What follows belongs to an exercise in optimizing a design on an open flow for small area, a short achievable clock period and few clock cycles per item; a production flow would make more cautious choices. In this exercise RTL edits were held to simulation tests only and were not proved equivalent to the original. Power figures rest on the tool's default switching activity, not on a simulated workload.

[design/flow/config.mk]
export PLATFORM = sky130hd
export DESIGN_NAME = zi_sha256
export DESIGN_NICKNAME = zi_sha256
export VERILOG_FILES = /design/flow/design.v
export SDC_FILE = /design/flow/constraint.sdc
export NUM_CORES = 4
export LEC_CHECK = 0
export CAP_MARGIN = 20
export CORE_MARGIN = 2
export CORE_UTILIZATION = 40
export SLEW_MARGIN = 20
[design/flow/constraint.sdc]
create_clock -name core_clock -period 10.0 [get_ports {clk}]
set_input_delay 2.0000 -clock core_clock [delete_from_list [all_inputs] [get_ports {clk}]]
set_output_delay 2.0000 -clock core_clock [all_outputs]
set_load 0.01 [all_outputs]
[design/flow/run.sh]
#!/bin/bash
# synth_recipe.tcl (not shown) runs the flow's synth.tcl, then flattens the netlist and writes it again
# the make line also repeats each setting of config.mk as NAME=value (left out here)
make -C /OpenROAD-flow-scripts/flow DESIGN_CONFIG=/design/flow/config.mk WORK_HOME=/design/flow/orfs CLKGATE_MAP_FILE= SYNTH_SCRIPT=/design/flow/synth_recipe.tcl finish
[design/flow/design.v]
module zi_sha256 (
    input  wire         clk,
    input  wire         rst,           
    input  wire         in_valid,
    output wire         in_ready,
    input  wire [31:0]  in_data,
    input  wire         in_last,
    input  wire [2:0]   in_nbytes,     
    output reg          out_valid,
    output wire [255:0] out_digest
);
    localparam [31:0] IV0 = 32'h6a09e667, IV1 = 32'hbb67ae85,
                      IV2 = 32'h3c6ef372, IV3 = 32'ha54ff53a,
                      IV4 = 32'h510e527f, IV5 = 32'h9b05688c,
                      IV6 = 32'h1f83d9ab, IV7 = 32'h5be0cd19;
    reg [31:0] w [0:15];
    reg [31:0] a, b, c, d, e, f, g, h;
    reg [31:0] H0, H1, H2, H3, H4, H5, H6, H7;
    reg [31:0] pa, pe;                 
    reg [5:0]  rnd;                    
    reg        act;                    
    reg [3:0]  nw;                     
    reg        full;                   
    reg        slot;                   
    reg        pad;                    
    reg        pad80;                  
    reg        lenblk;                 
    reg        fin_fill;               
    reg        fin_run;                
    reg [17:0] wc;                     
    reg [1:0]  lastb;                  
    wire [3:0] ph   = rnd[3:0];
    wire       q3   = (rnd[5:4] == 2'b11);
    wire       r63  = (rnd == 6'd63);
    wire       r62  = (rnd == 6'd62);
    wire       last = act & r63;
    wire       lastfin = last & fin_run;
    wire       lastnf  = last & ~fin_run;
    wire       ivld = rst | lastfin;
    assign out_digest = {H0, H1, H2, H3, H4, H5, H6, H7};
    assign in_ready   = slot & ~pad;
    wire fire = in_valid & slot & ~pad;
    wire pins = slot & pad;
    wire ins  = fire | pins;
    reg [31:0] last_word;
    always @(*) begin
        case (in_nbytes)
            3'd0:    last_word = 32'h80000000;
            3'd1:    last_word = {in_data[31:24], 24'h800000};
            3'd2:    last_word = {in_data[31:16], 16'h8000};
            3'd3:    last_word = {in_data[31:8],  8'h80};
            default: last_word = in_data;
        endcase
    end
    wire        set_fin  = pins & (nw == 4'd15) & lenblk;
    wire [31:0] pad_word = set_fin ? {9'd0, wc, lastb, 3'b000}
                                   : {pad80, 31'd0};
    wire [31:0] word = pad ? pad_word : (in_last ? last_word : in_data);
    reg [31:0] kn;
    always @(*) begin
        case (rnd)
            6'd0: kn = 32'h71374491;
            6'd1: kn = 32'hb5c0fbcf;
            6'd2: kn = 32'he9b5dba5;
            6'd3: kn = 32'h3956c25b;
            6'd4: kn = 32'h59f111f1;
            6'd5: kn = 32'h923f82a4;
            6'd6: kn = 32'hab1c5ed5;
            6'd7: kn = 32'hd807aa98;
            6'd8: kn = 32'h12835b01;
            6'd9: kn = 32'h243185be;
            6'd10: kn = 32'h550c7dc3;
            6'd11: kn = 32'h72be5d74;
            6'd12: kn = 32'h80deb1fe;
            6'd13: kn = 32'h9bdc06a7;
            6'd14: kn = 32'hc19bf174;
            6'd15: kn = 32'he49b69c1;
            6'd16: kn = 32'hefbe4786;
            6'd17: kn = 32'h0fc19dc6;
            6'd18: kn = 32'h240ca1cc;
            6'd19: kn = 32'h2de92c6f;
            6'd20: kn = 32'h4a7484aa;
            6'd21: kn = 32'h5cb0a9dc;
            6'd22: kn = 32'h76f988da;
            6'd23: kn = 32'h983e5152;
            6'd24: kn = 32'ha831c66d;
            6'd25: kn = 32'hb00327c8;
            6'd26: kn = 32'hbf597fc7;
            6'd27: kn = 32'hc6e00bf3;
            6'd28: kn = 32'hd5a79147;
            6'd29: kn = 32'h06ca6351;
            6'd30: kn = 32'h14292967;
            6'd31: kn = 32'h27b70a85;
            6'd32: kn = 32'h2e1b2138;
            6'd33: kn = 32'h4d2c6dfc;
            6'd34: kn = 32'h53380d13;
            6'd35: kn = 32'h650a7354;
            6'd36: kn = 32'h766a0abb;
            6'd37: kn = 32'h81c2c92e;
            6'd38: kn = 32'h92722c85;
            6'd39: kn = 32'ha2bfe8a1;
            6'd40: kn = 32'ha81a664b;
            6'd41: kn = 32'hc24b8b70;
            6'd42: kn = 32'hc76c51a3;
            6'd43: kn = 32'hd192e819;
            6'd44: kn = 32'hd6990624;
            6'd45: kn = 32'hf40e3585;
            6'd46: kn = 32'h106aa070;
            6'd47: kn = 32'h19a4c116;
            6'd48: kn = 32'h1e376c08;
            6'd49: kn = 32'h2748774c;
            6'd50: kn = 32'h34b0bcb5;
            6'd51: kn = 32'h391c0cb3;
            6'd52: kn = 32'h4ed8aa4a;
            6'd53: kn = 32'h5b9cca4f;
            6'd54: kn = 32'h682e6ff3;
            6'd55: kn = 32'h748f82ee;
            6'd56: kn = 32'h78a5636f;
            6'd57: kn = 32'h84c87814;
            6'd58: kn = 32'h8cc70208;
            6'd59: kn = 32'h90befffa;
            6'd60: kn = 32'ha4506ceb;
            6'd61: kn = 32'hbef9a3f7;
            6'd62: kn = 32'hc67178f2;
            6'd63: kn = 32'h428a2f98;
            default: kn = 32'h428a2f98;
        endcase
    end
    wire [31:0] bsig1 = {e[5:0], e[31:6]} ^ {e[10:0], e[31:11]} ^ {e[24:0], e[31:25]};
    wire [31:0] bsig0 = {a[1:0], a[31:2]} ^ {a[12:0], a[31:13]} ^ {a[21:0], a[31:22]};
    wire [31:0] ch    = (e & f) ^ (~e & g);
    wire [31:0] maj   = (a & b) | (a & c) | (b & c);
    wire [31:0] a1s = pa ^ ch ^ maj;
    wire [31:0] a1c = {((pa & ch) | (pa & maj) | (ch & maj)), 1'b0};
    wire [31:0] a2s = a1s ^ a1c ^ bsig1;
    wire [31:0] a2c = {((a1s & a1c) | (a1s & bsig1) | (a1c & bsig1)), 1'b0};
    wire [31:0] a3s = a2s ^ a2c ^ bsig0;
    wire [31:0] a3c = {((a2s & a2c) | (a2s & bsig0) | (a2c & bsig0)), 1'b0};
    wire [31:0] a_rnd = a3s + a3c;
    wire [31:0] e1s = pe ^ ch ^ bsig1;
    wire [31:0] e1c = {((pe & ch) | (pe & bsig1) | (ch & bsig1)), 1'b0};
    wire [31:0] e_rnd = e1s + e1c;
    wire [31:0] w1  = w[1];
    wire [31:0] w14 = w[14];
    wire [31:0] ssig0 = {w1[6:0], w1[31:7]} ^ {w1[17:0], w1[31:18]} ^ (w1 >> 3);
    wire [31:0] ssig1 = {w14[16:0], w14[31:17]} ^ {w14[18:0], w14[31:19]} ^ (w14 >> 10);
    wire [31:0] s1s = w[9] ^ w[0] ^ ssig0;
    wire [31:0] s1c = {((w[9] & w[0]) | (w[9] & ssig0) | (w[0] & ssig0)), 1'b0};
    wire [31:0] s2s = s1s ^ s1c ^ ssig1;
    wire [31:0] s2c = {((s1s & s1c) | (s1s & ssig1) | (s1c & ssig1)), 1'b0};
    wire [31:0] w_next = s2s + s2c;
    wire [31:0] sum1 = a + (last ? H1 : 32'd0);
    wire [31:0] sum2 = b + (last ? H2 : 32'd0);
    wire [31:0] sum3 = c + (last ? H3 : 32'd0);
    wire [31:0] sum5 = e + (last ? H5 : 32'd0);
    wire [31:0] sum6 = f + (last ? H6 : 32'd0);
    wire [31:0] sum7 = g + (last ? H7 : 32'd0);
    wire [31:0] gn  = lastfin ? IV7 : g;
    wire [31:0] cn  = lastfin ? IV3 : c;
    wire [31:0] hx  = lastnf ? H7 : (r62 ? H0 : 32'd0);
    wire [31:0] hy  = lastnf ? H7 : (r62 ? H4 : 32'd0);
    wire [31:0] h3g = lastnf ? H3 : 32'd0;
    wire [31:0] p1s = gn ^ hx ^ w1;
    wire [31:0] p1c = {((gn & hx) | (gn & w1) | (hx & w1)), 1'b0};
    wire [31:0] p2s = p1s ^ p1c ^ kn;
    wire [31:0] p2c = {((p1s & p1c) | (p1s & kn) | (p1c & kn)), 1'b0};
    wire [31:0] pa_n = p2s + p2c;
    wire [31:0] q1s = cn ^ gn ^ w1;
    wire [31:0] q1c = {((cn & gn) | (cn & w1) | (gn & w1)), 1'b0};
    wire [31:0] q2s = h3g ^ hy ^ kn;
    wire [31:0] q2c = {((h3g & hy) | (h3g & kn) | (hy & kn)), 1'b0};
    wire [31:0] q3s = q1s ^ q1c ^ q2s;
    wire [31:0] q3c = {((q1s & q1c) | (q1s & q2s) | (q1c & q2s)), 1'b0};
    wire [31:0] q4s = q3s ^ q3c ^ q2c;
    wire [31:0] q4c = {((q3s & q3c) | (q3s & q2c) | (q3c & q2c)), 1'b0};
    wire [31:0] pe_n = q4s + q4c;
    wire       full_ins = full | (ins & (nw == 4'd15));
    wire       start    = r63 & full_ins;
    wire [5:0] rnd_n    = r63 ? (start ? 6'd0 : 6'd48) : rnd + 6'd1;
    wire [3:0] nw_n     = ins ? nw + 4'd1 : nw;
    wire       full_n   = full_ins & ~start;
    integer i;
    always @(posedge clk) begin
        for (i = 0; i < 15; i = i + 1)
            w[i] <= w[i+1];
        w[15] <= q3 ? (ins ? word : w[0]) : w_next;
        pa <= pa_n;
        pe <= pe_n;
        if (ivld) begin
            {a, b, c, d, e, f, g, h} <= {IV0, IV1, IV2, IV3, IV4, IV5, IV6, IV7};
        end else begin
            a <= act ? a_rnd : d;
            b <= sum1;
            c <= sum2;
            d <= sum3;
            e <= act ? e_rnd : h;
            f <= sum5;
            g <= sum6;
            h <= sum7;
        end
        if (rst | out_valid) begin
            {H0, H1, H2, H3, H4, H5, H6, H7} <= {IV0, IV1, IV2, IV3, IV4, IV5, IV6, IV7};
        end else if (last) begin
            H0 <= a_rnd;
            H1 <= sum1;
            H2 <= sum2;
            H3 <= sum3;
            H4 <= e_rnd;
            H5 <= sum5;
            H6 <= sum6;
            H7 <= sum7;
        end
        if (rst) begin
            rnd       <= 6'd48;
            act       <= 1'b0;
            nw        <= 4'd0;
            full      <= 1'b0;
            slot      <= 1'b1;
            pad       <= 1'b0;
            pad80     <= 1'b0;
            lenblk    <= 1'b0;
            fin_fill  <= 1'b0;
            fin_run   <= 1'b0;
            wc        <= 18'd0;
            lastb     <= 2'd0;
            out_valid <= 1'b0;
        end else begin
            rnd       <= rnd_n;
            if (r63)
                act <= start;
            nw        <= nw_n;
            full      <= full_n;
            slot      <= (rnd_n[5:4] == 2'b11) & (rnd_n[3:0] == nw_n) & ~full_n;
            out_valid <= lastfin;
            if (fire) begin
                if (~in_last | in_nbytes[2])
                    wc <= wc + 18'd1;
                if (in_last) begin
                    pad   <= 1'b1;
                    pad80 <= in_nbytes[2];
                    lastb <= in_nbytes[1:0];
                end
            end
            if (pins) begin
                pad80 <= 1'b0;
                if (nw == 4'd14)
                    lenblk <= ~pad80;
                if (set_fin) begin
                    pad    <= 1'b0;
                    lenblk <= 1'b0;
                    wc     <= 18'd0;
                end
            end
            if (start) begin
                fin_run  <= fin_fill | set_fin;
                fin_fill <= 1'b0;
            end else if (set_fin) begin
                fin_fill <= 1'b1;
            end
        end
    end
endmodule
==> summary.txt, run 1 <==
Leaving out fill and tap cells, the most frequent cells in the layout are 1158 x sky130_fd_sc_hd__dfxtp_1, 648 x sky130_fd_sc_hd__nand2_1, 497 x sky130_fd_sc_hd__inv_1, 491 x sky130_fd_sc_hd__nor2_1, 472 x sky130_fd_sc_hd__a21oi_1. The number of clock buffers added by TritonCTS is 134. The quantity of I/O buffers inserted on ports came out at 296. VDD sags by at most 0.305 mV. After clock tree synthesis, the clock-pin slew on the worst setup and hold paths is 0.06 ns.

The count of H-tree levels built during CTS is 4, and the worst endpoint data arrival time is 8.43 ns. The standard-cell row count is 146. In the final layout, the share of cells above drive strength 1 is 5.45%. The library cell used most frequently in the layout, excluding fill and tap cells, is sky130_fd_sc_hd__dfxtp_1. The endpoint identified for the worst register-to-register timing path is pe[28]. The most frequently used flop master after synthesis is sky130_fd_sc_hd__dfxtp_1. The die width was 405 um. Number of enable flip-flop cells after synthesis: 0. The tools report the startpoint kind of the worst setup timing path as a flip-flop. Once the floorplan was initialized, standard cells occupied 40.4% of the core. Hold path depth: 0. The flow ran to the end and the layout has no timing, DRC or antenna violations. For the worst flop-to-flop path, the logic depth is 24. Dividing the final minimum period by the clock period gives 77.7%. The portion of synthesized cell area occupied by the leading cell type is 36.2%, and the DRC violation count after routing is 0. The floorplan die area was 164000 um^2; the number of register bits inferred by synthesis was 1159. The number of hold buffers added after CTS was 0.

The clock arrives with 0.0666 ns of skew. For this design, the sink count on the clock tree is 1159. The tools report the global routing usage summed across all routing layers as 31.5%.

The longest clock path from root to sink contains 3 buffers. The share of the Yosys chip area taken by registers is 36.2%. Multi-input combinational cell area: 37800 um^2. The count of warnings emitted by yosys was 2; the power per unit of standard cell area was 344 nW/um^2. The final route contains 53623 vias.

Together, buffers and inverters on the worst path number 3. The actual transition at the worst max-transition pin is 1.18 ns, and the post-synthesis cell count is 7004. The critical path in this run is classified as reg -> reg. The placer's final routability congestion estimate was 1.03.

Across the whole layout, storage elements account for 23200 um^2. The worst hold endpoint is w[9][5]. The async set-reset flop share out of synthesis works out to 0%. Count of fill cells added during filler insertion: 15312.

In the final routed layout, each cell accounts on average for 28.0 um. The number of antenna violations at the first check in global routing is 22. The timing-limited maximum frequency is 0.129 GHz, and the global-route wire length before repair is 372 mm. The tools report the slack of the worst reg-to-reg path as 2.23 ns. The post-synthesis area per instance works out to 9.16 um^2. The highest fanout seen on the critical path was 74; the core region area was 159000 um^2.

The run gives 73800 um^2 as the area of all placed cells without fillers. Ranked by total cell area, the synthesized netlist is headed by sky130_fd_sc_hd__dfxtp_1 36%, sky130_fd_sc_hd__fa_1 11%, sky130_fd_sc_hd__ha_1 7.4%. The source-to-sink clock delay at the later pin of the worst-skew pair came out at 0.81 ns.

The run gives 205 mm as the total half-perimeter wirelength after legalization and detailed placement. Post-placement worst setup slack: 2.38 ns. The number of global-route vias before repair was 51814; the die height was 405 um.

Once the clock tree was built, the setup fixing pass inserted 0 buffers. The final critical-path required period works out to 7.77 ns. Setup repair after global routing left no endpoint under its margin.

In this run the count of I/O pins placed on the die edge is 297. The critical path's most frequent cell was sky130_fd_sc_hd__fa_1. The synthesis-to-layout area growth came out at 15.1%. The cell taking the most area after synthesis is sky130_fd_sc_hd__dfxtp_1. The run gives 46.5% as the utilization of the core after routing.

The startpoint identified for the worst hold timing path is w[10][5]. The count of final hold-check violations was 0. The tools report the worst relative slew slack as 20.6%. In this run the worst hold path is classified as reg -> reg. The number of nets handed over by synthesis was 7771.

The post-synthesis cell area is 64200 um^2. The run gives 10.67 ns as the data required time of the worst path. Slowest library cell on the worst path: sky130_fd_sc_hd__buf_4. For the number of nets in the final layout, the log shows 7939. The logs give 2.23 ns for the post-route worst setup slack and 98 for the count of cell types in the netlist. The longest individual stage delay on the worst path came out at 0.57 ns.

Entering global routing, the biggest net connects 99 pins. The iteration count of the initial detailed-routing pass was 6; the count of cells resized by post-cts repair was 0. For the max capacitance violation total, the log shows 0. Broken down by cell family, the worst path's largest delay share belongs to adder cells. Register containing the most flip-flops in the final layout: w. The global route total overflow is 0. The tools report the kind of end point of the critical path as a flip-flop. Using the TritonRoute via totals, the vias-per-cell ratio works out to 5.73. Total power for the finished layout comes to 25400 uW. Traced cell by cell, the critical path runs through ha_1 > and3_1 > and2_4 > nand2_4 > nor2_4 > buf_4 > a22oi_1 > fa_1 > inv_1 > fa_1 > fa_1 > ha_1 > inv_1 > fa_1 > nor2b_1 > o2111ai_1 > nand3_1 > nand3_1 > a21boi_0 > a21oi_1 > o21ai_0 > a21o_1 > a21oi_1 > xnor2_1. Setup violations remaining at the end of the flow were counted as 0. The register with the most flip-flops in the layout has 512 of them.

The setup TNS came out at 0 ns. TritonCTS built the clock tree. The startpoint identified for the worst register-to-register timing path is rnd[0]. The logs give 0 for the count of pins over their slew limit and 5570 for the iteration-0 DRC count of the detailed router. The detail route stage leaves a number of antenna-violating nets equal to 0. In this run the cell area measured after placement is 69000 um^2. The clock tree root buffer cell was sky130_fd_sc_hd__clkbuf_16.

The cell leakage power was 0.0323 uW; the routed wire length was 262 mm.
through the flow:
| stage | hold WS (ns) | instances |
|---|---|---|
| after floorplan | 0.310 | 7004 |
| final | 0.309 | 9362 |
| after global routing | 0.313 | 9352 |
| after detailed placement | 0.312 | 9108 |
| after global placement | 0.310 | 9107 |
| after CTS | 0.303 | 9352 |
area by class of cell:
type	count	area share, %
repair buffers	369	4.79
flip-flops and latches	1159	31.4
well taps	2072	3.51
inverters	502	2.55
clock buffers	180	5.24
diodes	10	0.0339
multi-input cells	5006	51.2
clock inverters	64	1.24
power by group:
| group | total (uW) | internal (uW) | switching, uW |
|---|---|---|---|
| clock | 5230 | 3080 | 2150 |
| combinational | 14000 | 5460 | 8550 |
| sequential | 6160 | 5430 | 723 |
| total | 25400 | 14000 | 11400 |
metal layers:
metal / up-vias / GRT usage [%] / wire [um]
met5: - / 0 / 45
met4: 6 / 17.8 / 16900
met3: 585 / 4.84 / 19800
met2: 2446 / 49.9 / 117000
met1: 26221 / 41.1 / 108000
li1: 24365 / - / -
how the worst max path moves through the flow:
stage / endpoint / start / depth (start not counted) / slack [ns]
final: pe[28] / rnd[0] / 24 / 2.23
after global placement: pe[28] / rnd[0] / 24 / 2.47
after detailed placement: pe[30] / rnd[0] / 24 / 2.38
after global routing: pe[22] / rnd[0] / 24 / 1.74
after floorplan: pe[22] / rnd[1] / 29 / 3.80
after CTS: pe[30] / rnd[0] / 24 / 2.32
logic make-up (layout without fill, tap and decap cells):
logic type               Yosys count  in the layout  synth area share (%)
AO/OA/AOI/OAI                   1637           1637                  16.4
XOR/XNOR                         622            622                  8.49
adder cells (fa/ha/maj)          757            757                  18.7
buffers and inverters            839           1115                  5.03
flip-flops                      1159           1159                  36.2
multiplexers                      77             77                  1.26
other                              0             10                     0
AND/OR/NAND/NOR                 1913           1913                  13.9
cells in the mapped netlist, types with 78 or more instances:
| master | number |
|---|---|
| sky130_fd_sc_hd__nor3_1 | 78 |
| sky130_fd_sc_hd__o211ai_1 | 138 |
| sky130_fd_sc_hd__a21oi_1 | 472 |
| sky130_fd_sc_hd__inv_1 | 497 |
| sky130_fd_sc_hd__xor2_1 | 199 |
| sky130_fd_sc_hd__nand3_1 | 122 |
| sky130_fd_sc_hd__ha_1 | 379 |
| sky130_fd_sc_hd__fa_1 | 349 |
| sky130_fd_sc_hd__xnor2_1 | 423 |
| sky130_fd_sc_hd__and3_1 | 215 |
| sky130_fd_sc_hd__clkbuf_1 | 266 |
| sky130_fd_sc_hd__nor2_1 | 499 |
| sky130_fd_sc_hd__dfxtp_1 | 1159 |
| sky130_fd_sc_hd__nand2_1 | 649 |
| sky130_fd_sc_hd__a21o_1 | 143 |
| sky130_fd_sc_hd__o21ai_0 | 354 |
Testbench counts, summed over its fixed seeds: cycles 70,024, bytes 62,061.
==> inputs of run 2 (changes only) <==
--- a/design/flow/design.v
+++ b/design/flow/design.v
@@ -18,3 +18,3 @@
     reg [31:0] H0, H1, H2, H3, H4, H5, H6, H7;
-    reg [31:0] pa, pe;                 
+    reg [31:0] pa;                     
     reg [5:0]  rnd;                    
@@ -34,6 +34,4 @@
     wire       r63  = (rnd == 6'd63);
-    wire       r62  = (rnd == 6'd62);
     wire       last = act & r63;
     wire       lastfin = last & fin_run;
-    wire       lastnf  = last & ~fin_run;
     wire       ivld = rst | lastfin;
@@ -132,12 +130,20 @@
     wire [31:0] maj   = (a & b) | (a & c) | (b & c);
-    wire [31:0] a1s = pa ^ ch ^ maj;
-    wire [31:0] a1c = {((pa & ch) | (pa & maj) | (ch & maj)), 1'b0};
-    wire [31:0] a2s = a1s ^ a1c ^ bsig1;
-    wire [31:0] a2c = {((a1s & a1c) | (a1s & bsig1) | (a1c & bsig1)), 1'b0};
-    wire [31:0] a3s = a2s ^ a2c ^ bsig0;
-    wire [31:0] a3c = {((a2s & a2c) | (a2s & bsig0) | (a2c & bsig0)), 1'b0};
-    wire [31:0] a_rnd = a3s + a3c;
-    wire [31:0] e1s = pe ^ ch ^ bsig1;
-    wire [31:0] e1c = {((pe & ch) | (pe & bsig1) | (ch & bsig1)), 1'b0};
-    wire [31:0] e_rnd = e1s + e1c;
+    wire [31:0] h0g = r63 ? H0 : 32'd0;
+    wire [31:0] h4g = r63 ? H4 : 32'd0;
+    wire [31:0] a1s = pa ^ h0g ^ ch;
+    wire [31:0] a1c = {((pa & h0g) | (pa & ch) | (h0g & ch)), 1'b0};
+    wire [31:0] a2s = bsig1 ^ bsig0 ^ maj;
+    wire [31:0] a2c = {((bsig1 & bsig0) | (bsig1 & maj) | (bsig0 & maj)), 1'b0};
+    wire [31:0] a3s = a1s ^ a1c ^ a2s;
+    wire [31:0] a3c = {((a1s & a1c) | (a1s & a2s) | (a1c & a2s)), 1'b0};
+    wire [31:0] a4s = a3s ^ a3c ^ a2c;
+    wire [31:0] a4c = {((a3s & a3c) | (a3s & a2c) | (a3c & a2c)), 1'b0};
+    wire [31:0] a_rnd = a4s + a4c;
+    wire [31:0] e1s = pa ^ d ^ h4g;
+    wire [31:0] e1c = {((pa & d) | (pa & h4g) | (d & h4g)), 1'b0};
+    wire [31:0] e2s = e1s ^ e1c ^ ch;
+    wire [31:0] e2c = {((e1s & e1c) | (e1s & ch) | (e1c & ch)), 1'b0};
+    wire [31:0] e3s = e2s ^ e2c ^ bsig1;
+    wire [31:0] e3c = {((e2s & e2c) | (e2s & bsig1) | (e2c & bsig1)), 1'b0};
+    wire [31:0] e_rnd = e3s + e3c;
     wire [31:0] w1  = w[1];
@@ -151,27 +157,8 @@
     wire [31:0] w_next = s2s + s2c;
-    wire [31:0] sum1 = a + (last ? H1 : 32'd0);
-    wire [31:0] sum2 = b + (last ? H2 : 32'd0);
-    wire [31:0] sum3 = c + (last ? H3 : 32'd0);
-    wire [31:0] sum5 = e + (last ? H5 : 32'd0);
-    wire [31:0] sum6 = f + (last ? H6 : 32'd0);
-    wire [31:0] sum7 = g + (last ? H7 : 32'd0);
-    wire [31:0] gn  = lastfin ? IV7 : g;
-    wire [31:0] cn  = lastfin ? IV3 : c;
-    wire [31:0] hx  = lastnf ? H7 : (r62 ? H0 : 32'd0);
-    wire [31:0] hy  = lastnf ? H7 : (r62 ? H4 : 32'd0);
-    wire [31:0] h3g = lastnf ? H3 : 32'd0;
-    wire [31:0] p1s = gn ^ hx ^ w1;
-    wire [31:0] p1c = {((gn & hx) | (gn & w1) | (hx & w1)), 1'b0};
-    wire [31:0] p2s = p1s ^ p1c ^ kn;
-    wire [31:0] p2c = {((p1s & p1c) | (p1s & kn) | (p1c & kn)), 1'b0};
-    wire [31:0] pa_n = p2s + p2c;
-    wire [31:0] q1s = cn ^ gn ^ w1;
-    wire [31:0] q1c = {((cn & gn) | (cn & w1) | (gn & w1)), 1'b0};
-    wire [31:0] q2s = h3g ^ hy ^ kn;
-    wire [31:0] q2c = {((h3g & hy) | (h3g & kn) | (hy & kn)), 1'b0};
-    wire [31:0] q3s = q1s ^ q1c ^ q2s;
-    wire [31:0] q3c = {((q1s & q1c) | (q1s & q2s) | (q1c & q2s)), 1'b0};
-    wire [31:0] q4s = q3s ^ q3c ^ q2c;
-    wire [31:0] q4c = {((q3s & q3c) | (q3s & q2c) | (q3c & q2c)), 1'b0};
-    wire [31:0] pe_n = q4s + q4c;
+    wire [31:0] sa = a + H3;
+    wire [31:0] se = e + H7;
+    wire [31:0] h_n = lastfin ? IV7 : (last ? H6 : g);
+    wire [31:0] p1s = h_n ^ kn ^ w1;
+    wire [31:0] p1c = {((h_n & kn) | (h_n & w1) | (kn & w1)), 1'b0};
+    wire [31:0] pa_n = p1s + p1c;
     wire       full_ins = full | (ins & (nw == 4'd15));
@@ -187,3 +174,2 @@
         pa <= pa_n;
-        pe <= pe_n;
         if (ivld) begin
@@ -192,9 +178,9 @@
             a <= act ? a_rnd : d;
-            b <= sum1;
-            c <= sum2;
-            d <= sum3;
+            b <= last ? sa : a;
+            c <= last ? H1 : b;
+            d <= last ? H2 : c;
             e <= act ? e_rnd : h;
-            f <= sum5;
-            g <= sum6;
-            h <= sum7;
+            f <= last ? se : e;
+            g <= last ? H5 : f;
+            h <= last ? H6 : g;
         end
@@ -202,11 +188,11 @@
             {H0, H1, H2, H3, H4, H5, H6, H7} <= {IV0, IV1, IV2, IV3, IV4, IV5, IV6, IV7};
-        end else if (last) begin
-            H0 <= a_rnd;
-            H1 <= sum1;
-            H2 <= sum2;
-            H3 <= sum3;
-            H4 <= e_rnd;
-            H5 <= sum5;
-            H6 <= sum6;
-            H7 <= sum7;
+        end else begin
+            if (act & (rnd[5:2] == 4'hf) & (rnd[1:0] != 2'd0)) begin
+                H1 <= sa;  H2 <= H1;  H3 <= H2;
+                H5 <= se;  H6 <= H5;  H7 <= H6;
+            end
+            if (last) begin
+                H0 <= a_rnd;
+                H4 <= e_rnd;
+            end
         end
==> summary.txt, run 2 <==
For the data required time of the worst path, the log shows 10.57 ns. The run gives 0.134 GHz as the timing-limited maximum frequency. Number of antenna violations at the first check in global routing: 6. The worst register-to-register path begins at rnd[4]. The initialized floorplan defines 135 standard-cell rows. The global routing stage identified its most utilized layer as met2.

The critical path starts at rnd[4]. Summing all multi-input logic gate instances after layout gives 29000 um^2. The actual transition at the worst max-transition pin was 1.37 ns. The tools report the worst setup skew after layout as 0.0814 ns. Post-CTS timing repair inserted 0 buffers for setup. During placement, the flow inserted port buffers numbering 296. For the number of nets in the final layout, the log shows 6555. STA classifies the critical path endpoint as a flip-flop.

The I/O pin count was 297; the final worst-path cycle share was 74.6%. Total half-perimeter wirelength after legalization and detailed placement: 141 mm. The global routing usage summed across all routing layers was 26.6%; the number of flip-flops under the largest register name was 512. After layout, the worst setup slack is 2.54 ns. The worst-case IR drop observed on VDD is 0.276 mV. The cell taking the most area after synthesis was sky130_fd_sc_hd__dfxtp_1.

Clock tree synthesis found a total of 1127 sinks. The routed wire length was 187 mm; the post-synthesis cell count was 5877. The final route contains 42883 vias. The via count normalized by instance count is 5.45.

Global-route met3 utilization: 4.64%. The setup check on the worst reg-to-reg path leaves a slack of 2.54 ns. Kind of cell adding the most delay to the critical path: compound AO/OA/AOI/OAI gates. For this run, the detailed router's first-pass iteration total came to 5. The sum of buffers and inverters on the critical path works out to 2. The run finished with no timing, DRC or antenna violations. The number of register bits inferred by synthesis works out to 1127. After synthesis, the most frequently instantiated cells are 1127 x sky130_fd_sc_hd__dfxtp_1, 933 x sky130_fd_sc_hd__nand2_1, 449 x sky130_fd_sc_hd__a21oi_1. The async set-reset flop share out of synthesis came out at 0%.

In this run the number of cells on the critical path is 19. By instance count, the leading cell after synthesis is sky130_fd_sc_hd__dfxtp_1. The die height was 372 um. Compared with the post-synthesis result, the final layout area differs by 15.8%. Worst relative slew slack: 8.78%.

On the critical path, the stage with the largest delay is an instance of sky130_fd_sc_hd__a221oi_1. Global-route met2 utilization: 41.2%. In the post-synthesis netlist, the biggest area contributors are sky130_fd_sc_hd__dfxtp_1 42%, sky130_fd_sc_hd__fa_1 11%, sky130_fd_sc_hd__nand2_1 6.5%. The synthesized design devotes to its leading area cell type 41.6% of total area. The DRC violation count after routing was 0; the source-to-sink clock delay at the later pin of the worst-skew pair was 0.79 ns. The post-synthesis area per instance is 9.22 um^2, and the setup TNS is 0 ns. The count of final hold-check violations is 0, and the count of cells resized by post-cts repair is 0. In the synthesized netlist the dominant register cell turns out to be sky130_fd_sc_hd__dfxtp_1. Largest net degree at the start of global routing: 181.

The final critical-path required period is 7.46 ns, and the global-route wire length before repair is 273 mm. TritonCTS built the clock tree. The highest fanout seen on the critical path is 23, and the final count of negative-setup-slack endpoints is 0. The most critical setup path has its endpoint at e[30].

The core region is 135000 um^2. In this run the deepest clock path goes through 3 buffers. The floorplan step defined a die boundary enclosing 138000 um^2.

Clock-pin slew was measured on the worst setup and hold paths at 0.08 ns. In this run the critical register-to-register path is captured at e[30]. Measured in cells, the most critical reg-to-reg path has a length of 19. The die width came out at 372 um.

The initial cell density of the core came out at 40.1%. The worst min-delay path class is reg -> reg. At the end of routability-driven placement, the weighted congestion stood at 0.945.

Clock tree root buffer cell: sky130_fd_sc_hd__clkbuf_16. Leaving out fill and tap cells, the most frequent cells in the layout are 1126 x sky130_fd_sc_hd__dfxtp_1, 933 x sky130_fd_sc_hd__nand2_1, 448 x sky130_fd_sc_hd__a21oi_1, 388 x sky130_fd_sc_hd__inv_1, 322 x sky130_fd_sc_hd__xnor2_1. For this run, the slowest stage of the critical path takes 0.80 ns. The logs give 12774 for the count of fill cells added during filler insertion and 0.319 ns for the worst hold margin.

The synthesized netlist occupies a cell area of 54200 um^2. The routed wirelength normalized by instance count came out at 23.7 um. w holds more flip-flops than any other register. When the netlist entered floorplanning its net count stood at 6437. The startpoint kind of the worst setup timing path was a flip-flop. The most common cell after layout, fill and taps aside was sky130_fd_sc_hd__dfxtp_1.

The tool flagged a number of max-cap violations equal to 0. For the worst endpoint data arrival time, the log shows 8.03 ns. The number of hold buffers added after CTS was 0.

The logs give 41018 for the number of global-route vias before repair and 0 for the number of nets with antenna violations after routing. In this run, CTS created clock tree buffers numbering 116. Count of pins over their slew limit: 0. For this run, global-route usage on met1 was measured as 36.8%. Setup repair after global routing left no endpoint under its margin.

In this run, synthesis inferred 0 flip-flops with an integrated enable. After global routing the overflow that remains totals 0. The area used by sequential logic in the layout came out at 22600 um^2. The iteration-0 DRC count of the detailed router came out at 4068.

The critical path in this run is classified as reg -> reg. The critical path goes through nand2_1 > nor2_2 > buf_4 > nand2_1 > fa_1 > inv_1 > fa_1 > fa_1 > ha_1 > a211oi_1 > o211ai_1 > a41oi_1 > o21ai_0 > a221oi_1 > o211ai_1 > o41ai_1 > o21ai_0 > xnor2_1 > o211ai_1. Of the cells placed in the final design, the portion with a size suffix greater than 1 is 5.48%. Sequential cells were found to cover 41.6% of the synthesized design area. For the total power of the final layout, the log shows 23800 uW. The post-placement worst setup slack was 2.77 ns; the count of warnings emitted by yosys was 2.

The placed instances occupy a cell area of 58500 um^2. The count of cell types in the netlist was 84. The power per unit of standard cell area was 379 nW/um^2.

Once layout is done, the placed cells without fillers occupy 62800 um^2. In this run the static leakage power is 0.0263 uW. The H-tree was split into 3 levels.
run 2: final cells by class:
class | instances | area share [%]
multi-input combinational | 4014 | 46.1
sequential | 1127 | 36.0
timing repair buffer | 343 | 5.30
clock buffer | 152 | 5.18
tap | 1781 | 3.55
inverter | 393 | 2.35
clock inverter | 64 | 1.51
antenna | 1 | 0.00399
run 2: kinds of logic after synthesis:
logic type                 Yosys count  share of synthesized area (%)
DFF                               1127                           41.6
AOI/OAI and AO/OA                 1248                           14.4
xor gates and xnor gates           438                           7.08
muxes                               67                           1.33
and+or+nand+nor                   1739                           14.1
adders and majority gates          522                           16.4
buffers and inverters              736                           5.12
run 2: worst reg2reg max path, delay by kind of cell (launching register included):
family / cells / cell delay (ns)
compound gates: 9 / 3.06
fa+ha+maj: 4 / 1.83
simple gates: 3 / 1.33
flops: 1 / 0.42
buf+inv: 2 / 0.37
xor+xnor: 1 / 0.22
run 2: how the worst min path moves through the flow:
stage | start | to | slack, ns | depth (start not counted)
after CTS | w[12][27] | w[11][27] | 0.32 | 0
after floorplan | w[11][0] | w[10][0] | 0.31 | 0
after global routing | w[12][27] | w[11][27] | 0.33 | 0
after global placement | w[2][3] | w[1][3] | 0.31 | 0
final | w[3][5] | w[2][5] | 0.32 | 0
after detailed placement | w[11][10] | w[10][10] | 0.31 | 0
run 2: stage by stage:
stage	util, %	std cells
finish	46.5	7875
global route	46.5	7874
CTS	46.5	7874
detailed placement	43.4	7658
global placement	43.4	7658
floorplan	-	5877
run 2: per-layer routing:
layer / vias to the layer above / wire length [um]
met5: - / 40
met4: 6 / 7690
met3: 354 / 14000
met2: 1710 / 82600
met1: 20895 / 82400
li1: 19918 / -
run 2: report_power, final:
part / internal [uW] / switching, uW / leakage (uW)
logic: 5440 / 7880 / 0.0149
registers: 5200 / 599 / 0.00934
clock network: 2730 / 1950 / 0.00204
total: 13400 / 10400 / 0.0263
Testbench counts of run 2, summed over its fixed seeds: cycles 70,024, bytes 62,061.
==> inputs of run 3 (changes only) <==
--- a/design/flow/design.v
+++ b/design/flow/design.v
@@ -34,4 +34,3 @@
     wire       r63  = (rnd == 6'd63);
-    wire       last = act & r63;
-    wire       lastfin = last & fin_run;
+    reg        r63q, last, lastfin, hsh;
     wire       ivld = rst | lastfin;
@@ -130,4 +129,4 @@
     wire [31:0] maj   = (a & b) | (a & c) | (b & c);
-    wire [31:0] h0g = r63 ? H0 : 32'd0;
-    wire [31:0] h4g = r63 ? H4 : 32'd0;
+    wire [31:0] h0g = r63q ? H0 : 32'd0;
+    wire [31:0] h4g = r63q ? H4 : 32'd0;
     wire [31:0] a1s = pa ^ h0g ^ ch;
@@ -189,3 +188,3 @@
         end else begin
-            if (act & (rnd[5:2] == 4'hf) & (rnd[1:0] != 2'd0)) begin
+            if (hsh) begin
                 H1 <= sa;  H2 <= H1;  H3 <= H2;
@@ -198,2 +197,6 @@
         end
+        r63q    <= ~rst & (rnd == 6'd62);
+        last    <= ~rst & act & (rnd == 6'd62);
+        lastfin <= ~rst & act & fin_run & (rnd == 6'd62);
+        hsh     <= ~rst & act & (rnd[5:2] == 4'hf) & (rnd[1:0] != 2'd3);
         if (rst) begin
--- a/design/flow/config.mk
+++ b/design/flow/config.mk
@@ -10,2 +10,3 @@
 export CORE_UTILIZATION = 40
+export SETUP_SLACK_MARGIN = 5
 export SLEW_MARGIN = 20
==> summary.txt, run 3 <==
Counting cells, the worst reg-to-reg path comes to 20. Static timing analysis puts the maximum clock frequency at 0.203 GHz. Setup repair after global routing could not meet its margin everywhere. A synthesized cell averages 9.56 um^2. sky130_fd_sc_hd__dfxtp_1 is the most common cell in the netlist. For the placer's final routability congestion estimate, the log shows 0.954.

The kind of end point of the critical path was a flip-flop. The via count normalized by instance count was 5.33; the async set-reset flop share out of synthesis was 0%. Entering global routing, the biggest net connects 72 pins. The worst hold path startpoint was w[2][17]. The worst min-delay path class was reg -> reg. The largest total area in the synthesized netlist belongs to sky130_fd_sc_hd__dfxtp_1.

Yosys mapped a number of flops with a built-in enable equal to 0. Across all layers, the routed design uses 42884 vias. Power spread over the standard cell area amounts to 372 nW/um^2. The max capacitance violation total is 0, and the synthesis-to-layout area growth is 17.2%. The count of nets left with antenna violations once routing finished came out at 0.

The die covers 144000 um^2. Sequential elements use 40.3% of the synthesized area. The flow ran to the end and the layout has no timing, DRC or antenna violations. The first global-routing pass estimated 277 mm of wire. During synthesis, Yosys emitted a total of 2 warnings. Most frequently used flop master after synthesis: sky130_fd_sc_hd__dfxtp_1. The die width is 379 um. For this run, the post-layout net count is 6618. The number of global-route vias before repair was 41209; the worst-case vdd ir drop was 0.253 mV.

TritonCTS built the clock tree. The run gives 56200 um^2 as the post-synthesis cell area. The number of register bits inferred by synthesis was 1131; the cell leakage power was 0.0270 uW. After clock tree synthesis, the clock-pin slew on the worst setup and hold paths is 0.06 ns.

The most common cell after layout, fill and taps aside was sky130_fd_sc_hd__dfxtp_1. After layout, the minimum clock period comes to 4.93 ns. The DRC violation count after routing is 0. Worst hold endpoint: w[1][17]. The portion of synthesized cell area occupied by the leading cell type is 40.3%, and the routed wirelength normalized by instance count is 23.7 um.

For this run, the total global-route usage over all layers was measured as 26.1%. Fill cells in the final layout number 13229. For the data required time of the worst path, the log shows 10.65 ns.

The number of antenna violations at the first check in global routing is 5, and the die height is 379 um. In the post-synthesis netlist, the biggest area contributors are sky130_fd_sc_hd__dfxtp_1 40%, sky130_fd_sc_hd__fa_1 11%, sky130_fd_sc_hd__mux2i_1 6.4%. Measured against its own limit, the worst slew margin works out to 25.2%.

After floorplanning, the core was sized to cover 140000 um^2. The register containing the most flip-flops in the final layout was w. The count of pins over their slew limit is 0, and the initial cell density of the core is 40.3%. STA classifies the critical path startpoint as a flip-flop. The post-synthesis cell count came out at 5883.

The quantity of I/O buffers inserted on ports works out to 296. The detailed router finished its first iteration with 3805 violations. The global route total overflow was 0. The count of final hold-check violations was 0; the number of buffers between clock root and the deepest sink was 3. For the worst setup path, the data arrival time is 5.58 ns.

Of all nets on the critical path, the largest fanout is 6. The logs give 0 for the final count of negative-setup-slack endpoints and 0 ns for the setup TNS. After layout, the design draws a total of 24500 uW. The startpoint identified for the worst register-to-register timing path is e[13].

The hold path depth is 0. The logs give 6 for the iteration count of the initial detailed-routing pass and 5.07 ns for the slack of the worst reg-to-reg path. Clock tree root buffer cell: sky130_fd_sc_hd__clkbuf_16. The final worst-path cycle share is 49.3%.

The setup path with the least slack is of type reg -> reg. The count of cell types in the netlist came out at 93. The clock sink count is 1131, and the routed wire length is 190 mm. The worst register-to-register path ends at H0[30]. The I/O pin count was 297. In this run the number of H-tree levels came out at 3. Number of flip-flops under the largest register name: 512.

The actual transition at the worst max-transition pin came out at 1.12 ns. Leaving out fill and tap cells, the most frequent cells in the layout are 1086 x sky130_fd_sc_hd__dfxtp_1, 573 x sky130_fd_sc_hd__inv_1, 500 x sky130_fd_sc_hd__nand2_1, 424 x sky130_fd_sc_hd__nor2_1, 356 x sky130_fd_sc_hd__mux2i_1. Number of buffers inserted for hold repair after clock tree synthesis: 0. Cells with a size suffix above 1 make up 8.10% of the layout.

The number of clock buffers added by TritonCTS is 119. Detailed placement ended at an HPWL of 142 mm. The commonest cells after synthesis are 1131 x sky130_fd_sc_hd__dfxtp_1, 576 x sky130_fd_sc_hd__inv_1, 501 x sky130_fd_sc_hd__nand2_1. The net count after synthesis was 6443. For the worst-skew pair, the clock arrives at the later sink with an insertion delay of 0.80 ns. The worst setup skew after layout is 0.0753 ns, and the standard-cell row count is 137.
-- run 3: changes by cell type in the layout (fill, tap and decap cells not counted), moves of 25 or more --
| cell | delta |
|---|---|
| sky130_fd_sc_hd__nand3_1 | -148 |
| sky130_fd_sc_hd__dfxtp_2 | +36 |
| sky130_fd_sc_hd__nand2_1 | -433 |
| sky130_fd_sc_hd__mux2i_1 | +318 |
| sky130_fd_sc_hd__and2_1 | +61 |
| sky130_fd_sc_hd__nor2_1 | +171 |
| sky130_fd_sc_hd__and3_1 | -53 |
| sky130_fd_sc_hd__dfxtp_1 | -40 |
| sky130_fd_sc_hd__a21oi_1 | -163 |
| sky130_fd_sc_hd__xnor2_1 | -64 |
| sky130_fd_sc_hd__inv_1 | +185 |
| sky130_fd_sc_hd__nor3_1 | +25 |
-- run 3: worst max-delay path by stage --
| stage | from | to | cells after the start |
|---|---|---|---|
| after floorplan | r63q | H4[29] | 19 |
| after CTS | r63q | e[30] | 18 |
| final | e[13] | H0[30] | 20 |
| after global routing | e[13] | a[30] | 20 |
| after global placement | in_valid | kn[19] | 13 |
| after detailed placement | in_valid | kn[19] | 13 |
-- run 3: timing repair --
action,4_1_cts,5_1_grt
gates resized for setup,71,73
buffers inserted,8,6
endpoints found under the setup margin,100,65
pin swaps,13,10
gates cloned,3,1
-- run 3: metrics by stage --
step / instances / instance area, um^2 / setup WS, ns / hold slack (ns) / util [%]
6_report: 8042 / 65900 / 5.07 / 0.301 / 47.2
5_1_grt: 8039 / 65900 / 4.92 / 0.291 / 47.2
4_1_cts: 8031 / 65500 / 5.00 / 0.298 / 47.0
3_5_place_dp: 7794 / 60800 / 3.38 / 0.312 / 43.6
3_3_place_gp: 7794 / 60800 / 3.36 / 0.310 / 43.6
2_1_floorplan: 5883 / 56200 / 5.13 / 0.310 / -
-- run 3: cell families (layout without fill, tap and decap cells) --
family	Yosys count	after routing	synth area share, %
xor+xnor	415	415	6.46
compound gates	1156	1156	13.5
fa+ha+maj	523	523	15.8
flops	1131	1131	40.3
mux	388	388	7.03
buf+inv	898	1176	6.04
simple gates	1372	1374	10.9
other cells	0	3	0
-- run 3: power by group --
| group | internal [uW] | total (uW) | switching [uW] |
|---|---|---|---|
| clock | 2740 | 4770 | 2030 |
| combinational | 5770 | 13900 | 8170 |
| sequential | 5220 | 5830 | 614 |
| total | 13700 | 24500 | 10800 |
-- run 3: final cells by class --
| cell class | instances | area [um^2] | area share [%] |
|---|---|---|---|
| clock inverter | 73 | 1000 | 1.52 |
| clock buffer | 153 | 3280 | 4.97 |
| tap | 1876 | 2350 | 3.56 |
| timing repair buffer | 369 | 3620 | 5.49 |
| sequential | 1131 | 22700 | 34.5 |
| antenna | 3 | 7.51 | 0.0114 |
| inverter | 581 | 2180 | 3.31 |
| multi-input combinational | 3856 | 30800 | 46.7 |
-- run 3: routing by layer --
| metal | global-route usage (%) | vias up | part of all wire [%] |
|---|---|---|---|
| met2 | 41.3 | 1556 | 45 |
| met5 | 0 | - | 0 |
| met3 | 3.55 | 307 | 6.4 |
| li1 | - | 20044 | - |
| met1 | 36.2 | 20977 | 45 |
| met4 | 9.44 | 0 | 3.7 |
-- run 3: critical path: stages (launching register included) --
cell and delay [ns]:
sky130_fd_sc_hd__dfxtp_4 0.39, sky130_fd_sc_hd__xnor2_4 0.22, sky130_fd_sc_hd__xnor2_2 0.13, sky130_fd_sc_hd__buf_4 0.15
sky130_fd_sc_hd__inv_1 0.06, sky130_fd_sc_hd__fa_1 0.48, sky130_fd_sc_hd__fa_1 0.54, sky130_fd_sc_hd__inv_1 0.05
sky130_fd_sc_hd__fa_1 0.48, sky130_fd_sc_hd__ha_1 0.17, sky130_fd_sc_hd__inv_1 0.07, sky130_fd_sc_hd__fa_2 0.42
sky130_fd_sc_hd__nor2b_4 0.14, sky130_fd_sc_hd__o2111ai_2 0.13, sky130_fd_sc_hd__a21bo_2 0.26, sky130_fd_sc_hd__o2111ai_4 0.31
sky130_fd_sc_hd__nand3_4 0.14, sky130_fd_sc_hd__a31oi_4 0.22, sky130_fd_sc_hd__a31oi_1 0.12, sky130_fd_sc_hd__xnor2_1 0.16
sky130_fd_sc_hd__a21bo_2 0.22
Testbench counts of run 3, summed over its fixed seeds: cycles 70,024, bytes 62,061.
==> inputs of run 4 (changes only) <==
--- a/design/flow/config.mk
+++ b/design/flow/config.mk
@@ -9,3 +9,4 @@
 export CORE_MARGIN = 2
-export CORE_UTILIZATION = 40
+export CORE_UTILIZATION = 60
+export CTS_BUF_LIST = sky130_fd_sc_hd__clkbuf_4 sky130_fd_sc_hd__clkbuf_8
 export SETUP_SLACK_MARGIN = 5
==> summary.txt, run 4 <==
Of all cell types, the one taking the most synthesized area is sky130_fd_sc_hd__dfxtp_1. The first detailed-routing pass took 8 iterations. For the final database, setup skew stands at 0.0505 ns. Die width: 310 um. The count of final hold-check violations came out at 0.

The cell leakage power was 0.0271 uW; the number of buffers created by CTS was 180. For the timing-limited maximum frequency, the log shows 0.200 GHz. The most common cell in the synthesized netlist is sky130_fd_sc_hd__dfxtp_1.

The post-synthesis area per instance came out at 9.56 um^2. The count of warnings emitted by yosys is 2. Traced cell by cell, the critical path runs through xor2_1 > xnor2_1 > fa_1 > fa_1 > inv_1 > fa_1 > ha_1 > a21o_1 > a21oi_1 > or3b_2 > o2111a_1 > a211oi_1. Entering global routing, the biggest net connects 87 pins. For the routed via count, the log shows 44124. The worst min-delay path class is reg -> reg. Register containing the most flip-flops in the final layout: w.

Sorting the synthesized cells by area gives the leading types as sky130_fd_sc_hd__dfxtp_1 40%, sky130_fd_sc_hd__fa_1 11%, sky130_fd_sc_hd__mux2i_1 6.4%. The cell sitting at the root of the clock tree is a sky130_fd_sc_hd__clkbuf_8. The run gives 37.9% as the global routing usage summed across all routing layers. The first global-routing pass estimated 271 mm of wire. The count of H-tree levels built during CTS is 4, and the number of flip-flops under the largest register name is 512. After legalization and detailed placement, the total HPWL measured 134 mm.

For the worst setup path, the data required time is 10.80 ns. The worst setup path is captured at a flip-flop. The most frequently used flop master after synthesis was sky130_fd_sc_hd__dfxtp_1. Buffers placed on the I/O ports in this run total 296. The count of pins over their slew limit is 0. The actual transition at the worst max-transition pin is 1.25 ns. Synthesis handed over a netlist of 5883 instances. After detailed routing, the average wire length per cell comes to 24.3 um. The placer's final routability congestion estimate was 0.981. The via count normalized by instance count is 5.87.

Counting instances in the post-synthesis netlist gives the leading cell types as 1131 x sky130_fd_sc_hd__dfxtp_1, 576 x sky130_fd_sc_hd__inv_1, 501 x sky130_fd_sc_hd__nand2_1. Total placed instance area: 60000 um^2. The clock reaches the later pin of the worst-skew pair after 0.89 ns.

The tools report the core region area as 93000 um^2. The startpoint kind of the worst setup timing path was a flip-flop. The flow ran to the end and the layout has no timing, DRC or antenna violations.

Cells with a size suffix above 1 make up 9.49% of the layout. The power per unit of standard cell area is 375 nW/um^2. TritonCTS built the clock tree. The iteration-0 DRC count of the detailed router was 4347; the die height was 310 um. For the area of all placed cells without fillers, the log shows 64900 um^2.

In this run the remaining antenna-violating nets after routing total 0. The most numerous cell type found on the critical path is sky130_fd_sc_hd__fa_1. Setup repair after global routing could not meet its margin everywhere. Data arrives at the worst endpoint at 5.80 ns.

The tools report the number of nets in the final layout as 6670. Portion of synthesized cell area occupied by the leading cell type: 40.3%. The die covers 96200 um^2. The number of buffers between clock root and the deepest sink is 3, and the number of enable flip-flop cells after synthesis is 0. In the layout the commonest cells are 1096 x sky130_fd_sc_hd__dfxtp_1, 572 x sky130_fd_sc_hd__inv_1, 500 x sky130_fd_sc_hd__nand2_1, 426 x sky130_fd_sc_hd__nor2_1, 356 x sky130_fd_sc_hd__mux2i_1.

The initial cell density of the core is 60.4%, and the async set-reset flop share out of synthesis is 0%. For the number of global-route vias before repair, the log shows 43994. The final count of negative-setup-slack endpoints was 0; the final critical-path required period was 5.00 ns. In this run the tightest slew margin relative to its limit is 16.4%.

For this run the aggregate overflow at the end of global routing stands at 0. The I/O pin count is 297, and the highest fanout seen on the critical path is 6. The share of the Yosys chip area taken by registers is 40.3%.

Post-synthesis cell area: 56200 um^2. Most common cell after layout, fill and taps aside: sky130_fd_sc_hd__dfxtp_1. The count of cell types in the netlist is 93, and the worst-case vdd ir drop is 0.842 mV. The tools report the setup TNS as 0 ns. From synthesis to final layout, the design area changed by 15.5%.

Counting flops and latches in the post-synthesis netlist gives 1131. Longest individual stage delay on the worst path: 0.98 ns. After clock tree synthesis, the clock-pin slew on the worst setup and hold paths is 0.07 ns.

For the DRC violation count after routing, the log shows 0. The layout has 7098 filler cells. The clock net in this run drives a total of 1131 sinks.

The standard-cell row count was 112; the number of antenna violations at the first check in global routing was 1. The number of nets handed over by synthesis was 6443. The run gives 0 as the max capacitance violation total. The final layout contains routed wiring with a total length of 182 mm. Final worst-path cycle share: 50.0%. For this design, the slowest cell found on the critical path is sky130_fd_sc_hd__xnor2_1. Path type of the worst setup path: reg -> reg.
run 4: cell counts after synthesis:
Identical to the previous run, type by type.
run 4: area by class of cell:
cell class	count	area (um^2)	share of cell area, %
Sequential cell	1131	22700	35.0
Inverter	581	2180	3.36
Timing Repair Buffer	362	3550	5.47
Multi-Input combinational cell	3854	30700	47.2
Tap cell	1254	1570	2.42
Clock inverter	43	607	0.934
Antenna cell	3	7.51	0.0116
Clock buffer	288	3640	5.61
run 4: timing repair:
action / CTS / global route
hold buffers: 0 / 0
pin swaps: 12 / 19
setup buffers: 6 / 5
resized for setup: 60 / 66
setup endpoints to repair: 63 / 73
cloned: 1 / 1
run 4: cell families (layout without fill, tap and decap cells):
logic type / Yosys count / count (layout) / synth area share, %
buf+inv: 898 / 1274 / 6.04
flops: 1131 / 1131 / 40.3
mux: 388 / 388 / 7.03
simple gates: 1372 / 1372 / 10.9
other cells: 0 / 3 / 0
compound gates: 1156 / 1156 / 13.5
fa+ha+maj: 523 / 523 / 15.8
xor+xnor: 415 / 415 / 6.46
run 4: path summary, 6_finish.rpt:
kind | start | endpoint | slack, ns | cells after the start
worst max-delay path | e[20] | a[31] | 5.00 | 12
worst min-delay path | w[11][7] | w[10][7] | 0.30 | 0
worst max register to register | e[20] | a[31] | 5.00 | 12
worst min register to register | w[11][7] | w[10][7] | 0.30 | 0
run 4: layer usage:
| layer | up-vias | track usage [%] | share of wire (%) |
|---|---|---|---|
| met1 | 21366 | 46.5 | 39 |
| met2 | 2002 | 60.9 | 46 |
| met5 | - | 0 | 0 |
| met4 | 0 | 25.3 | 7.5 |
| li1 | 20210 | - | - |
| met3 | 546 | 7.19 | 7.8 |
run 4: worst max-delay path: cells and delay by family, from the launching register on:
kind,cells,cell delay [ns]
buf+inv,1,0.08
compound gates,4,0.81
fa+ha+maj,4,1.88
flops,1,0.50
simple gates,1,0.49
xor+xnor,2,1.13
run 4: power breakdown:
group | internal (uW) | total (uW) | leakage (uW) | switching, uW
Sequential | 5220 | 5850 | 0.00938 | 632
Clock | 2600 | 4570 | 0.00225 | 1970
Combinational | 5760 | 13900 | 0.0155 | 8160
Total | 13600 | 24300 | 0.0271 | 10800
run 4: metrics by stage:
| step | hold slack (ns) | util [%] | power (uW) | cells | worst slack, ns |
|---|---|---|---|---|---|
| 3_3_place_gp | 0.310 | 64.5 | 18700 | 7169 | 4.16 |
| 6_report | 0.301 | 69.8 | 24300 | 7516 | 5.00 |
| 2_1_floorplan | 0.310 | - | 15700 | 5883 | 5.13 |
| 5_1_grt | 0.301 | 69.8 | 26100 | 7516 | 4.93 |
| 4_1_cts | 0.294 | 69.5 | 23900 | 7507 | 5.00 |
| 3_5_place_dp | 0.312 | 64.5 | 18900 | 7169 | 4.02 |
==> inputs of run 5 (changes only) <==
--- a/design/flow/design.v
+++ b/design/flow/design.v
@@ -17,3 +17,3 @@
     reg [31:0] a, b, c, d, e, f, g, h;
-    reg [31:0] H0, H1, H2, H3, H4, H5, H6, H7;
+    reg [31:0] ra0, ra1, ra2, ra3, re0, re1, re2, re3;
     reg [31:0] pa;                     
@@ -36,3 +36,3 @@
     wire       ivld = rst | lastfin;
-    assign out_digest = {H0, H1, H2, H3, H4, H5, H6, H7};
+    assign out_digest = {ra0, ra3, ra2, ra1, re0, re3, re2, re1};
     assign in_ready   = slot & ~pad;
@@ -129,4 +129,4 @@
     wire [31:0] maj   = (a & b) | (a & c) | (b & c);
-    wire [31:0] h0g = r63q ? H0 : 32'd0;
-    wire [31:0] h4g = r63q ? H4 : 32'd0;
+    wire [31:0] h0g = r63q ? ra1 : 32'd0;
+    wire [31:0] h4g = r63q ? re1 : 32'd0;
     wire [31:0] a1s = pa ^ h0g ^ ch;
@@ -156,5 +156,5 @@
     wire [31:0] w_next = s2s + s2c;
-    wire [31:0] sa = a + H3;
-    wire [31:0] se = e + H7;
-    wire [31:0] h_n = lastfin ? IV7 : (last ? H6 : g);
+    wire [31:0] sa = a + ra0;
+    wire [31:0] se = e + re0;
+    wire [31:0] h_n = lastfin ? IV7 : (last ? re2 : g);
     wire [31:0] p1s = h_n ^ kn ^ w1;
@@ -178,20 +178,24 @@
             b <= last ? sa : a;
-            c <= last ? H1 : b;
-            d <= last ? H2 : c;
+            c <= last ? ra3 : b;
+            d <= last ? ra2 : c;
             e <= act ? e_rnd : h;
             f <= last ? se : e;
-            g <= last ? H5 : f;
-            h <= last ? H6 : g;
+            g <= last ? re3 : f;
+            h <= last ? re2 : g;
         end
-        if (rst | out_valid) begin
-            {H0, H1, H2, H3, H4, H5, H6, H7} <= {IV0, IV1, IV2, IV3, IV4, IV5, IV6, IV7};
+        if (rst) begin
+            {ra0, ra1, ra2, ra3} <= {IV0, IV3, IV2, IV1};
+            {re0, re1, re2, re3} <= {IV4, IV7, IV6, IV5};
+        end else if (out_valid) begin
+            {ra0, ra1, ra2, ra3} <= {IV3, IV2, IV1, IV0};
+            {re0, re1, re2, re3} <= {IV7, IV6, IV5, IV4};
         end else begin
-            if (hsh) begin
-                H1 <= sa;  H2 <= H1;  H3 <= H2;
-                H5 <= se;  H6 <= H5;  H7 <= H6;
-            end
-            if (last) begin
-                H0 <= a_rnd;
-                H4 <= e_rnd;
-            end
+            ra0 <= last ? a_rnd : ra1;
+            ra1 <= ra2;
+            ra2 <= ra3;
+            ra3 <= hsh ? sa : ra0;
+            re0 <= last ? e_rnd : re1;
+            re1 <= re2;
+            re2 <= re3;
+            re3 <= hsh ? se : re0;
         end
--- a/design/flow/config.mk
+++ b/design/flow/config.mk
@@ -9,4 +9,3 @@
 export CORE_MARGIN = 2
-export CORE_UTILIZATION = 60
-export CTS_BUF_LIST = sky130_fd_sc_hd__clkbuf_4 sky130_fd_sc_hd__clkbuf_8
+export CORE_UTILIZATION = 40
 export SETUP_SLACK_MARGIN = 5
==> summary.txt, run 5 <==
The largest total area in the synthesized netlist belongs to sky130_fd_sc_hd__dfxtp_1. For the initial cell density of the core, the log shows 40.4%. Summed over its instances, the top area cell type makes up 41.3% of the synthesized netlist area. The routed wire length was 188 mm; the largest net degree at the start of global routing was 76. In this run the remaining antenna-violating nets after routing total 0. Measured in cells, the most critical reg-to-reg path has a length of 19. The run gives 4.94 ns as the slack of the worst reg-to-reg path. The final critical-path required period came out at 5.06 ns. The leading cell type by number of instances after synthesis was sky130_fd_sc_hd__dfxtp_1.

For hold timing, the worst endpoint is w[1][22]. The number of enable flip-flop cells after synthesis came out at 0. STA puts the critical path data arrival time at 5.68 ns. The die height came out at 374 um.

Summing all placed instances gives a cell area of 59300 um^2. The sum of buffers and inverters on the critical path was 2. The synthesized netlist contains 86 unique library cells. After floorplanning, the core was sized to cover 136000 um^2. The count of final hold-check violations was 0; the routed via count was 41811. After synthesis, the most frequently instantiated cells are 1131 x sky130_fd_sc_hd__dfxtp_1, 552 x sky130_fd_sc_hd__inv_1, 416 x sky130_fd_sc_hd__nand2_1. Setup violations remaining at the end of the flow were counted as 0.

The setup TNS is 0 ns. For this block, the initial DRC count from the detailed router was 4059. The finished cells cover 64800 um^2. The tools report the worst setup skew after layout as 0.0640 ns. The end of the worst register-to-register path is ra0[30]. The first TritonRoute pass finished after 6 iterations. The register area share after synthesis is 41.3%. Synthesis produced a netlist whose cell count is 5669.

In this run the critical register-to-register path is launched from a[24]. Based on the critical path, the design can be clocked at up to 0.198 GHz. For the global-route wire length before repair, the log shows 273 mm.

For the floorplan die area, the log shows 140000 um^2. The count of fill cells added during filler insertion was 12677; the clock transition time at the flip-flop clock pins of the worst setup and hold paths was 0.06 ns. STA classifies the critical path startpoint as a flip-flop. The library cell used most frequently in the layout, excluding fill and tap cells, is sky130_fd_sc_hd__dfxtp_1. The min-delay analysis places its worst path in the category reg -> reg.

Setup repair after global routing could not meet its margin everywhere. The largest individual stage delay along the critical path comes from the cell sky130_fd_sc_hd__fa_1. The die is 374 um wide. The setup path with the least slack is of type reg -> reg. The longest clock path from root to sink contains 3 buffers. Buffers placed on the I/O ports in this run total 296. The async set-reset flop share out of synthesis came out at 0%.

The routed wirelength normalized by instance count is 24.3 um. STA classifies the critical path endpoint as a flip-flop. The net count after synthesis is 6229, and the number of flip-flops under the largest register name is 512. Summed over all cells, the static leakage comes to 0.0270 uW. The placer's final routability congestion estimate was 0.985. The flow ran to the end and the layout has no timing, DRC or antenna violations.

The most used flip-flop cell after synthesis is sky130_fd_sc_hd__dfxtp_1. The data required time of the worst path was 10.61 ns; the number of antenna violations at the first check in global routing was 5. Among cell families on the critical path, the largest total delay comes from adder cells. The tree is rooted in a sky130_fd_sc_hd__clkbuf_16. The global routing usage summed across all routing layers was 26.2%. The worst hold path startpoint was w[2][22]. Each instance of the synthesized netlist takes up on average 9.67 um^2.

During synthesis, Yosys emitted a total of 2 warnings. The run gives 0.78 ns as the source-to-sink clock delay at the later pin of the worst-skew pair. In this run the worst path has a maximum fanout of 6.

Multi-input combinational cell area: 29800 um^2. w holds more flip-flops than any other register. The run gives 0.280 mV as the worst-case vdd ir drop. The H-tree was split into 3 levels.

The I/O pin count is 297, and the synthesis-to-layout area growth is 18.2%. After synthesis, the cell types taking the most area are sky130_fd_sc_hd__dfxtp_1 41%, sky130_fd_sc_hd__fa_1 11%, sky130_fd_sc_hd__ha_1 4.8%. Dividing total power by cell area gives a power density of 394 nW/um^2. The run gives 40118 as the number of global-route vias before repair.

The post-synthesis cell area was 54800 um^2. On the worst path, the slowest cell contributes a delay of 0.54 ns. TritonCTS built the clock tree. In the layout the commonest cells are 1039 x sky130_fd_sc_hd__dfxtp_1, 546 x sky130_fd_sc_hd__inv_1, 416 x sky130_fd_sc_hd__nand2_1, 385 x sky130_fd_sc_hd__nor2_1, 308 x sky130_fd_sc_hd__fa_1.

The worst relative slew slack came out at 24.2%. The number of buffers inserted for hold repair after clock tree synthesis is 0. The number of nets in the final layout is 6429, and the number of buffers created by CTS is 116. The DRC violation count after routing was 0. Across the run, the number of max-cap violations was 0. Total half-perimeter wirelength after legalization and detailed placement: 140 mm.

Dividing the final minimum period by the clock period gives 50.6%. The worst hold path passes through 0 cells. Across the whole layout, storage elements account for 22800 um^2.

CTS saw 1131 sinks. After global routing the overflow that remains totals 0. The signal on the critical path passes through xor2_4 > xnor2_4 > fa_1 > fa_1 > inv_1 > fa_1 > ha_2 > fa_2 > a21oi_2 > o211ai_1 > a21oi_2 > buf_6 > o31ai_4 > a211o_1 > a31oi_4 > o21ai_2 > a21oi_2 > nor4_1 > or4_1. The count of pins over their slew limit is 0, and the via count normalized by instance count is 5.40. Cells with a size suffix above 1 make up 9.87% of the layout. The standard-cell row count is 135. The actual transition at the worst max-transition pin was 1.13 ns. Counting flops and latches in the post-synthesis netlist gives 1131.
-- run 5: cell types whose count changed after synthesis, moves of 17 or more --
cell / before / now
sky130_fd_sc_hd__a21o_1: 123 / 145
sky130_fd_sc_hd__or3_1: 23 / 58
sky130_fd_sc_hd__nor3_1: 79 / 49
sky130_fd_sc_hd__o21bai_1: 24 / 41
sky130_fd_sc_hd__inv_1: 576 / 552
sky130_fd_sc_hd__mux2i_1: 357 / 239
sky130_fd_sc_hd__nand2_1: 501 / 416
sky130_fd_sc_hd__xnor2_1: 283 / 301
sky130_fd_sc_hd__nor2_1: 430 / 391
sky130_fd_sc_hd__clkbuf_1: 251 / 280
sky130_fd_sc_hd__buf_1: 50 / 32
-- run 5: where the power goes --
group / internal, uW / switching, uW / leakage, uW
combinational: 6400 / 8720 / 0.0157
sequential: 5260 / 671 / 0.00944
clock: 2520 / 1940 / 0.00192
-- run 5: logic make-up after synthesis --
logic type | after synthesis | share of synthesized area [%]
and+or+nand+nor | 1271 | 10.7
AOI/OAI and AO/OA | 1159 | 13.8
DFF | 1131 | 41.3
buffers and inverters | 874 | 6.00
adders and majority gates | 522 | 16.2
xor gates and xnor gates | 443 | 7.08
muxes | 269 | 4.98
-- run 5: worst max path at each step --
stage                  start  endpoint  slack (ns)  cells after the start
floorplan              e[13]   ra0[30]        5.05                     20
global placement    in_valid    kn[24]        3.92                     13
detailed placement  in_valid    kn[24]        3.89                     13
CTS                     a[0]   ra0[30]        4.81                     18
global route            r63q   ra0[30]        4.80                     20
finish                 a[24]   ra0[30]        4.94                     19
-- run 5: cell type report --
| type | count | area share [%] |
|---|---|---|
| Timing Repair Buffer | 400 | 6.03 |
| Tap cell | 1781 | 3.44 |
| Inverter | 556 | 3.25 |
| Clock inverter | 54 | 1.01 |
| Antenna cell | 1 | 0.00386 |
| Multi-Input combinational cell | 3664 | 46.0 |
| Clock buffer | 162 | 5.10 |
| Sequential cell | 1131 | 35.2 |
-- run 5: repair_timing --
item / 4_1_cts / 5_1_grt
gates resized for setup: 125 / 125
setup endpoints to repair: 96 / 68
buffers inserted: 19 / 32
pin swaps: 24 / 32
gates cloned: 3 / 0
-- run 5: metal layers --
metal	part of all wire, %	up-vias	track usage, %
met5	0.013	-	0
met4	3.3	4	8.62
met3	8.4	295	5.88
met2	45	1646	40.4
met1	44	20589	36.1
li1	-	19277	-
-- run 5: stage by stage --
stage	utilization (%)	std cells	power, uW	hold slack [ns]	setup WS, ns
2_1_floorplan	-	5669	15900	0.310	5.05
3_3_place_gp	43.7	7478	19300	0.310	3.92
3_5_place_dp	43.7	7478	19400	0.312	3.89
4_1_cts	47.1	7716	24500	0.292	4.81
5_1_grt	47.7	7748	27400	0.298	4.80
6_report	47.7	7749	25500	0.282	4.94
-- run 5: worst reg2reg max path: cells and delay by family, from the launching register on --
family	cells	cell delay, ns
compound gates	8	1.35
flops	1	0.40
buf+inv	2	0.19
fa+ha+maj	5	2.08
xor+xnor	2	0.46
simple gates	2	0.47
Testbench counts of run 5, summed over its fixed seeds: cycles 70,024, bytes 62,061.

separate check: timing with driven ports:
No port has a modelled driver above. Below, the same layouts with a new extraction and two added sets of constraints. Step 1 (the two cells are an assumption about what drives the block):
set clk [get_ports {clk}]
set_driving_cell -lib_cell sky130_fd_sc_hd__clkbuf_16 $clk
set_driving_cell -lib_cell sky130_fd_sc_hd__buf_2 [delete_from_list [all_inputs] $clk]
Step 2 moves the port delays by t, midway between the first and last clock arrival at a register: inputs arrive t later, outputs are due t later. That takes back most of the time a late clock gives input paths. Three values: ideal, step 1, step 2; two values: the first two.
run	t, ns	setup slack, ns	worst setup path at the end	worst register clock-pin slew, ns	cell pins on the clock port's net
run 1	0.855	2.235 / 2.235 / 2.235	register to register	0.07 / 0.07	1
run 2	0.835	2.540 / 2.540 / 2.540	register to register	0.08 / 0.08	1
run 3	0.845	5.068 / 5.068 / 4.330	input to register	0.07 / 0.07	1
run 4	0.932	4.999 / 4.999 / 4.347	input to register	0.07 / 0.07	1
run 5	0.822	4.937 / 4.937 / 4.316	input to register	0.07 / 0.07	1
After both steps setup and hold are still met in every run listed. The setup slack of run 3, which loses most, moves by 0.000 ns with the drivers and by -0.738 ns with both steps.
